Source: an optimization exercise on an open RTL-to-GDS flow (aim: small area, a short achievable clock period and few clock cycles). Production flows keep margins and buffers that such runs may drop.
The RTL was checked by simulation tests, not by an equivalence proof against the original design.
Power and IR drop assume default switching activity.

==> flow/design.v (outline; a module is shown in full before it is edited, if it fits) <==
// module aptb_acf: 1578 lines
module aptb_acf (
    input             clk,
    input             rst,           
    input             cmd_valid,
    output            cmd_ready,
    input      [31:0] cmd_word,      
    input      [31:0] cmd_data,      
    input      [31:0] cfg_fs,        
    input      [31:0] cfg_flo,       
    input      [31:0] cfg_fhi,       
    input      [15:0] cfg_tau,       
    output reg        rsp_valid,
    output reg [31:0] rsp_result,
    output reg [7:0]  rsp_err
);
  // ...
==> flow/flow/run.sh <==
#!/bin/bash
# The standard layout, with the port buffers made from plain buf_4 cells
# instead of the delay buffer the resizer picks by default.
set -euo pipefail
export BUFFER_PORTS_ARGS="-buffer_cell sky130_fd_sc_hd__buf_4"
bash standard.sh finish > standard_flow.log 2>&1
==> flow/standard.sh <==
#!/bin/bash
# synth_recipe.tcl (not shown) runs the flow's synth.tcl, then flattens the netlist and writes it again
# the make line also repeats each setting of config.mk as NAME=value (left out here)
make -C /OpenROAD-flow-scripts/flow DESIGN_CONFIG=/design/flow/config.mk WORK_HOME=/design/flow/orfs CLKGATE_MAP_FILE= SYNTH_SCRIPT=/design/flow/synth_recipe.tcl "${@:-finish}"
==> flow/config.mk <==
export PLATFORM = sky130hd
export DESIGN_NAME = aptb_acf
export DESIGN_NICKNAME = aptb_acf
export VERILOG_FILES = /design/flow/design.v
export SDC_FILE = /design/flow/constraint.sdc
export NUM_CORES = 4
export LEC_CHECK = 0
export CAP_MARGIN = 20
export CORE_MARGIN = 2
export CORE_UTILIZATION = 75
export SLEW_MARGIN = 20
==> flow/constraint.sdc <==
create_clock -name core_clock -period 15.0 [get_ports {clk}]
set_input_delay 3.0000 -clock core_clock [delete_from_list [all_inputs] [get_ports {clk}]]
set_output_delay 3.0000 -clock core_clock [all_outputs]
set_load 0.01 [all_outputs]
==> flow_summary.toml, run 1 <==
[clock_tree]
cts-hold-fix-buffers = 0
cts_post_setup_buffers_inserted = 0
cts_tree = "built"

[final_layout]
largestClassByArea = "registers"
seq_share_pct = 45.41
final_common_cell = "edfxtp_1"
seq_cell_count = 1253
n_all_inverters = 465
top_regs = "F x256, S x256, T x256"
nMultiInputCombCells = 3315

[yosys]
async_flop_share_pct = 0
synth_top_family_by_area = "adder cells"
yosys_warnings = 1
yosysTopAreaCellShare_pct = 33.33
synth_edf_count = 712
avgSynthCellArea_um2 = 12.19

[grt]
gr-total-overflow = 0
use_met2_pct = 66.86

[placement]
place_congestion = 0.9930

[timing]
finalCriticalPeriod_ns = 4.684
setup_viol = 0
rsz0062_at_grt = "no"
tightestPinTransition_ns = 1.326
setup_slack_ns = 10.32

[power_and_ir_drop]
pg_seq_mw = 3.65
p_clk_mw = 3.31
clkPwrFrac_pct = 44.9
power-top-group = "sequential cells"
peakVddDrop_v = 0.0001210
power_density_nw_per_um2 = 103.7

[floorplanning]
die_w_um = 296.5
chipHeight_um = 296.5
rows = 107

[detailed_routing]
wl_met2_mm = 85.12
ant_nets = 0
first_iter_violations = 6149

[hold_path]
min_from = "pr_lag[3]"
hold_class = "reg2reg"

[run_status]
status = "finished clean"

[worst_setup_path]
worstPathBufferInverterCount = 2
critPathCaptureType = "flop"
cp_common_cell = "fa_1"
path_class = "reg2reg"
Testbench counts, summed over its fixed seeds: cycles 43,262.
==> run 2: changes to the inputs <==
--- a/flow/design.v
+++ b/flow/design.v
@@ -178,21 +178,20 @@
     wire [255:0] df;
     generate
         for (gj = 0; gj < 256; gj = gj + 1) begin : g_df
             assign df[gj] = (S[gj] ^ T[gj]) & (m_hgt[gj / 16] | (m_heq[gj / 16] & m_lgt[gj % 16]));
         end
     endgenerate
     wire [8:0] sb;
     reg        pa_v, pa_rd, pa_first, pa_last;
-    reg [6:0]  pa_lag;
     reg        pr_v, pr_rd, pr_first, pr_last;
-    reg [6:0]  pr_lag;
     reg        pb_v, pb_rd, pb_first, pb_last;
-    reg [6:0]  pb_lag;
+    reg [6:0]  c_lag;        
+    wire [6:0] pb_lag = pb_first ? mp : c_lag;
     reg [7:0]  pb_d;
     localparam NPQ = 37;   
     reg  [NPQ-1:0] pq;
     reg  [11:0] pr;
     wire ta_0,
          ta_1,
          ta_2,
          ta_3,
@@ -1234,25 +1233,23 @@
     assign tb_54 = tb_53 ^ pr[10] ^ pr[11];
     assign tb_55 = (tb_53 & pr[10]) | (tb_53 & pr[11]) | (pr[10] & pr[11]);
     assign sb = {1'b0, tb_55, tb_54, tb_52, tb_50, pr[4], pr[3], pr[2], pr[0]} + {1'b0, 1'b0, 1'b0, 1'b0, 1'b0, 1'b0, 1'b0, 1'b0, pr[1]};
     always @(posedge clk) begin
         pb_d <= sb[7:0];
         pa_rd <= e_rd;
         pa_first <= !e_run;
         pa_last <= e_last;
-        pa_lag <= off;
         pr_rd <= pa_rd;
         pr_first <= pa_first;
         pr_last <= pa_last;
-        pr_lag <= pa_lag;
         pb_rd <= pr_rd;
         pb_first <= pr_first;
         pb_last <= pr_last;
-        pb_lag <= pr_lag;
+        if (pb_v) c_lag <= pb_lag + 7'd1;
     end
     reg        dv_busy;
     reg [4:0]  dv_cnt;
     reg [6:0]  dv_rem;
     reg        mu_busy;
     reg [3:0]  mu_cnt;
     wire [7:0]  mu_m   = mr[31:24];
     wire [23:0] mu_acc = mr[23:0];
==> flow/config.mk (replaced) <==
export PLATFORM = sky130hd
export DESIGN_NAME = aptb_acf
export DESIGN_NICKNAME = aptb_acf
export VERILOG_FILES = /design/flow/design.v
export SDC_FILE = /design/flow/constraint.sdc
export NUM_CORES = 4
export LEC_CHECK = 0
export CAP_MARGIN = 20
export CORE_MARGIN = 2
export CORE_UTILIZATION = 65
export SLEW_MARGIN = 20
==> flow_summary.toml, run 2 <==
[run_status]
status = "finished clean"

[worst_setup_path]
critPathCaptureType = "primary output"
critPathMaxStageDelay_ns = 0.37
cp.required_ns = 12.00
path_class = "reg2out"
worstPathBufferInverterCount = 1
crit_slowest_cell = "dfxtp_1"
path_max_fanout = 4
crit_arrival_ns = 1.26
cp_cell_sequence = "buf_4"
crit_path_start_kind = "flop"
critical_path.top_delay_family = "flip-flops"

[yosys]
synth_top_family_by_area = "adder cells"
syn_inst = 5247
yosys_warnings = 1
synth_area_leaders = "edfxtp_1, dfxtp_1, mux4_2"
seq_area_frac_synth_pct = 49.98
yosys.area_share.simple_pct = 8.286
synth-seq-cells = 1240
synth_compound_area_share_pct = 8.320
synth_edf_count = 719
yosysMostFrequentCell = "edfxtp_1"
synth_top_cell_by_area = "edfxtp_1"
yosys.area_share.adder_pct = 12.65
synthMuxAreaShare_pct = 11.04
avgSynthCellArea_um2 = 12.21
syn_area_um2 = 64070
synthXorXnorAreaFrac_pct = 5.496
ys.flop_type = "edfxtp_1"
synthDistinctLibCells = 94
yosysTopAreaCellShare_pct = 33.70
synthTopCellsByCount = "edfxtp_1, dfxtp_1, inv_1"
async_flop_share_pct = 0

[job]
drv_cap = 0

[detailed_routing]
wl_per_cell_um = 24.83
drt_first_pass_iters = 6
drt_drc_violations_left = 0
drt-total-wl_mm = 168.8
ant_nets = 0
vias = 42210
first_iter_violations = 4548
vias_per_cell = 6.208

[power_and_ir_drop]
peakVddDrop_v = 0.0001670
power.switching_mw = 1.678
power.leakage_nw = 27.58
power_density_nw_per_um2 = 103.5
pwr-share-seq_pct = 49.4
swShare_pct = 22.82
total_power_mw = 7.355
clkPwrFrac_pct = 44.3
p_comb_share_pct = 6.3
p_int_mw = 5.677

[final_layout]
top_regs = "F x256, S x256, T x256"
mostFrequentLayoutCells = "edfxtp_1, dfxtp_1, inv_1"
fillers = 6812
final_common_cell = "edfxtp_1"
seq_area_um2 = 32040
areaGrowthSynthToFinish_pct = 10.91
n_antenna_cell = 0
multiInputGateArea_um2 = 29360
stdcell_area_um2 = 71060
layout.nets = 6079
drive_gt1_share_pct = 14.82

[floorplanning]
start_util_pct = 65.38
num_io_pins = 221
rows = 115
fp.dieArea_um2 = 101100
chipHeight_um = 318.0
core-area_um2 = 97990
die_w_um = 318.0

[timing]
max_slew_margin_pct = 19.87
slew_viol_final = 0
fin_crit_sh_pct = 28.41
tns_ns = 0
rsz0062_at_grt = "no"
tightestPinTransition_ns = 1.200
setup_viol = 0
fin_worst_skew_ns = 0.02213
fmaxAchievable_mhz = 234.6
setup_slack_ns = 10.74
hold_viol_final = 0
finalCriticalPeriod_ns = 4.262

[grt]
antenna_found_initial = 4
grt_pass1_wl_mm = 255.9
grt_pass1_vias = 41850
gr-total-overflow = 0
grt_max_degree = 142
grt_busiest_layer = "met2"
use_met2_pct = 54.95
met1_usage_pct = 45.50
gr-usage-all-layers_pct = 33.68
grt_use_met3_pct = 5.821

[placement]
place_congestion = 0.9488
hpwl_mm = 124.2
io_buffers = 216
pre_cts_slack_ns = 10.20
placed_area_um2 = 66740

[clock_tree]
cts_max_level = 4
clkLatencyLatePin_ns = 0.76
cts_tree = "built"
cts-hold-fix-buffers = 0
cts_root_buffer = "clkbuf_16"
ctsResizeCount = 0
cts.sinks = 1240
numCtsBuffers = 131
path_clk_slew_ns = 0.06
clockBufferDepth = 3
cts_post_setup_buffers_inserted = 0

[hold_path]
hold_class = "reg2reg"
-- run 2: changes by cell type in the layout (fill, tap and decap cells not counted), moves of 14 or more --
| cell | before | now |
|---|---|---|
| a21o_1 | 77 | 93 |
| and2_1 | 69 | 49 |
| and3_1 | 36 | 56 |
| clkbuf_1 | 19 | 36 |
| dfxtp_1 | 535 | 514 |
| nand2_1 | 291 | 261 |
| o21ai_1 | 2 | 16 |
-- run 2: worst reg2reg max path, cell delays in order (launching register included) --
cell and delay (ns):
dfxtp_1 1.09, a21o_1 0.20, nand2_1 0.07, fa_1 0.53, inv_1 0.06, fa_1 0.54, inv_1 0.06, fa_1 0.52
fa_1 0.56, inv_1 0.10, fa_1 0.43
-- run 2: metal layers --
layer,wire length [um],vias to the layer above
li1,-,18980
met1,67630,20980
met2,81220,1862
met3,12840,386
met4,7090,2
met5,12,-
-- run 2: cells by family after synthesis --
kind of cell	Yosys count
DFF	1240
muxes	396
buffers and inverters	705
and+or+nand+nor	1137
other	1
AOI/OAI and AO/OA	872
adders and majority gates	494
xor gates and xnor gates	402
-- run 2: path summary, 6_finish.rpt --
kind,from,end,slack [ns],cells after the start
worst max register to register,m_lgt[2],pq[0],10.75,10
worst max-delay path,rdy,cmd_ready,10.74,1
worst min register to register,pa_rd,pr_rd,0.33,0
worst min-delay path,pa_rd,pr_rd,0.33,0
-- run 2: power groups by stage --
stage | logic, mW | registers, mW | clock network, mW
after detailed placement | 0.453 | 3.71 | 0
after floorplan | 0.341 | 3.68 | 0
after global placement | 0.447 | 3.71 | 0
after CTS | 0.457 | 3.63 | 3.29
final | 0.462 | 3.64 | 3.26
after global routing | 0.511 | 3.64 | 3.41
-- run 2: area by class of cell --
type                       instances  area share, %
multi-input combinational       3305          41.32
clock inverter                    64          1.049
timing repair buffer             260          2.765
tap                             1287          2.266
inverter                         468          2.485
clock buffer                     175          5.022
sequential                      1240          45.09
-- run 2: metrics by stage --
| stage | instances | hold WS [ns] | util (%) |
|---|---|---|---|
| finish | 6799 | 0.3264 | 72.52 |
| global route | 6799 | 0.3274 | 72.52 |
| CTS | 6799 | 0.3264 | 72.51 |
| detailed placement | 6560 | 0.3121 | 68.11 |
| global placement | 6560 | 0.3119 | 68.11 |
| floorplan | 5250 | 0.3096 | - |
Testbench counts of run 2, summed over its fixed seeds: cycles 43,262.
==> run 3: changes to the inputs <==
--- a/flow/config.mk
+++ b/flow/config.mk
@@ -8,4 +8,4 @@
 export CAP_MARGIN = 20
 export CORE_MARGIN = 2
-export CORE_UTILIZATION = 65
+export CORE_UTILIZATION = 58
 export SLEW_MARGIN = 20
==> flow_summary.toml, run 3 <==
[detailed_routing]
vias_per_cell = 5.936
drt_drc_violations_left = 0
drt_first_pass_iters = 5
ant_nets = 0
drt-total-wl_mm = 170.8
wl_per_cell_um = 24.36
first_iter_violations = 4084
vias = 41610

[yosys]
syn_area_um2 = 64070
synth-seq-cells = 1240
yosys.area_share.simple_pct = 8.286
async_flop_share_pct = 0
synth_edf_count = 719
avgSynthCellArea_um2 = 12.21
yosysTopAreaCellShare_pct = 33.70
yosysMostFrequentCell = "edfxtp_1"
synth_top_family_by_area = "adder cells"
syn_inst = 5247
synth_compound_area_share_pct = 8.320
synth_area_leaders = "edfxtp_1, dfxtp_1, mux4_2"
synthDistinctLibCells = 94
synthTopCellsByCount = "edfxtp_1, dfxtp_1, inv_1"
seq_area_frac_synth_pct = 49.98
synthMuxAreaShare_pct = 11.04
yosys.area_share.adder_pct = 12.65
yosys_warnings = 1
synth_top_cell_by_area = "edfxtp_1"
ys.flop_type = "edfxtp_1"
synthXorXnorAreaFrac_pct = 5.496

[floorplanning]
start_util_pct = 58.69
chipHeight_um = 336.4
core-area_um2 = 109200
die_w_um = 336.4
num_io_pins = 221
rows = 121
fp.dieArea_um2 = 113100

[final_layout]
top_regs = "F x256, S x256, T x256"
stdcell_area_um2 = 71750
n_antenna_cell = 0
mostFrequentLayoutCells = "edfxtp_1, dfxtp_1, inv_1"
areaGrowthSynthToFinish_pct = 12.00
fin_cells = 7010
final_common_cell = "edfxtp_1"
layout.nets = 6093
fillers = 8303
drive_gt1_share_pct = 15.23

[hold_path]
holdPathEnd = "pb_first"
min_path_cells = 0
hold_class = "reg2reg"
min_from = "pr_first"

[worst_setup_path]
crit_arrival_ns = 1.27
critPathMaxStageDelay_ns = 0.37
timing.rr.start = "m_lgt[0]"
worstPathBufferInverterCount = 1
cp.required_ns = 12.00
critical_path.top_delay_family = "flip-flops"
critPathCaptureType = "primary output"
cp_cell_sequence = "buf_4"
path_max_fanout = 4
r2r_cells = 9
path_class = "reg2out"
crit_path_start_kind = "flop"
r2r_end = "pq[0]"
timing.reg2reg.setup_slack_ns = 10.80
crit_slowest_cell = "dfxtp_1"

[clock_tree]
cts_max_level = 4
cts-hold-fix-buffers = 0
clockBufferDepth = 3
cts.sinks = 1240
cts_root_buffer = "clkbuf_16"
clkLatencyLatePin_ns = 0.76
ctsResizeCount = 0
path_clk_slew_ns = 0.06
cts_post_setup_buffers_inserted = 0
numCtsBuffers = 136
cts_tree = "built"

[run_status]
status = "finished clean"

[grt]
gr-usage-all-layers_pct = 30.54
grt_pass1_vias = 41060
gr-total-overflow = 0
antenna_found_initial = 2
grt_pass1_wl_mm = 256.7
grt_max_degree = 148

[power_and_ir_drop]
power_density_nw_per_um2 = 105.7
power.leakage_nw = 27.82
peakVddDrop_v = 0.0001110

[timing]
fmaxAchievable_mhz = 234.2
fin_crit_sh_pct = 28.46
setup_viol = 0
tns_ns = 0
hold_viol_final = 0
finalCriticalPeriod_ns = 4.270
tightestPinTransition_ns = 1.230
rsz0062_at_grt = "no"
slew_viol_final = 0
setup_slack_ns = 10.73
max_slew_margin_pct = 17.86
fin_worst_skew_ns = 0.03468

[job]
drv_cap = 0

[placement]
io_buffers = 216
placed_area_um2 = 67070
pre_cts_slack_ns = 10.28
dpl.cell_count = 6758
place_congestion = 0.9385
hpwl_mm = 127.3
==> run 3: cell counts after synthesis <==
No cell type changed its count.
==> run 3: cells by family after synthesis <==
family | after synthesis
AOI/OAI and AO/OA | 872
muxes | 396
DFF | 1240
xor gates and xnor gates | 402
buffers and inverters | 705
other | 1
adders and majority gates | 494
and+or+nand+nor | 1137
==> run 3: cell type report <==
| type | instances | area, um^2 | area share, % |
|---|---|---|---|
| Sequential cell | 1240 | 32040 | 44.65 |
| Multi-Input combinational cell | 3305 | 29370 | 40.93 |
| Clock buffer | 174 | 3691 | 5.144 |
| Timing Repair Buffer | 269 | 2056 | 2.865 |
| Tap cell | 1476 | 1847 | 2.574 |
| Inverter | 468 | 1767 | 2.462 |
| Clock inverter | 78 | 984.7 | 1.372 |
==> run 3: stage by stage <==
stage / hold slack [ns] / util [%] / power, mW
5_1_grt: 0.3330 / 65.73 / 7.811
3_3_place_gp: 0.3114 / 61.43 / 4.163
3_5_place_dp: 0.3121 / 61.45 / 4.168
2_1_floorplan: 0.3096 / - / 4.022
6_report: 0.3273 / 65.73 / 7.587
4_1_cts: 0.3300 / 65.73 / 7.628
==> run 3: report_power, final <==
group          internal [mW]  switching (mW)
clock                   2.07            1.41
sequential              3.59          0.0475
combinational          0.219           0.247
total                   5.88            1.71
==> run 3: per-layer routing <==
layer / track usage [%] / part of all wire [%] / wire (um) / vias to the layer above
li1: - / - / - / 19000
met1: 42.03 / 42 / 71690 / 20790
met2: 50.46 / 49 / 82970 / 1500
met3: 3.841 / 6.1 / 10360 / 319
met4: 10.43 / 3.4 / 5784 / 0
met5: 0 / 0 / 0 / -
==> run 3: worst max path at each step <==
stage	start	to	slack (ns)	cells past startpoint
final	rdy	cmd_ready	10.73	1
after global routing	ts[1]	T[127]	10.63	4
after CTS	rdy	cmd_ready	10.68	1
after detailed placement	cmd_word[2]	q_d[11]	10.28	6
after global placement	cmd_word[3]	q_d[11]	10.32	7
after floorplan	q_d[11]	F[0]	7.98	6

static timing again, ports no longer ideal:
How much do the figures lean on ideal ports? The routed layouts below were timed once more, with nothing changed but the port constraints.
Step 1 assumes that a clkbuf_16 drives the clock port and a buf_2 every other input.
Step 2, shift: input delay + t, output delay - t, t = (earliest + latest rising clock arrival at the registers) / 2. This alone moves slack from input paths to output paths.
a / b / c = ideal ports / drivers / drivers and shift; a / b = the first two.
| run | shift t [ns] | setup slack, ns | hold slack, ns | slew at the worst register clock pin (ns) |
|---|---|---|---|---|
| run 1 | 0.816 | 10.316 / 10.316 / 10.184 | 0.317 / 0.317 / 0.317 | 0.10 / 0.10 |
| run 2 | 0.827 | 10.738 / 10.662 / 10.202 | 0.326 / 0.326 / 0.326 | 0.07 / 0.07 |
| run 3 | 0.827 | 10.730 / 10.652 / 10.284 | 0.327 / 0.327 / 0.327 | 0.07 / 0.07 |
After both steps every run listed still meets setup and hold. The setup slack of run 2, which loses most, moves by -0.076 ns with the drivers and by -0.536 ns with both steps.
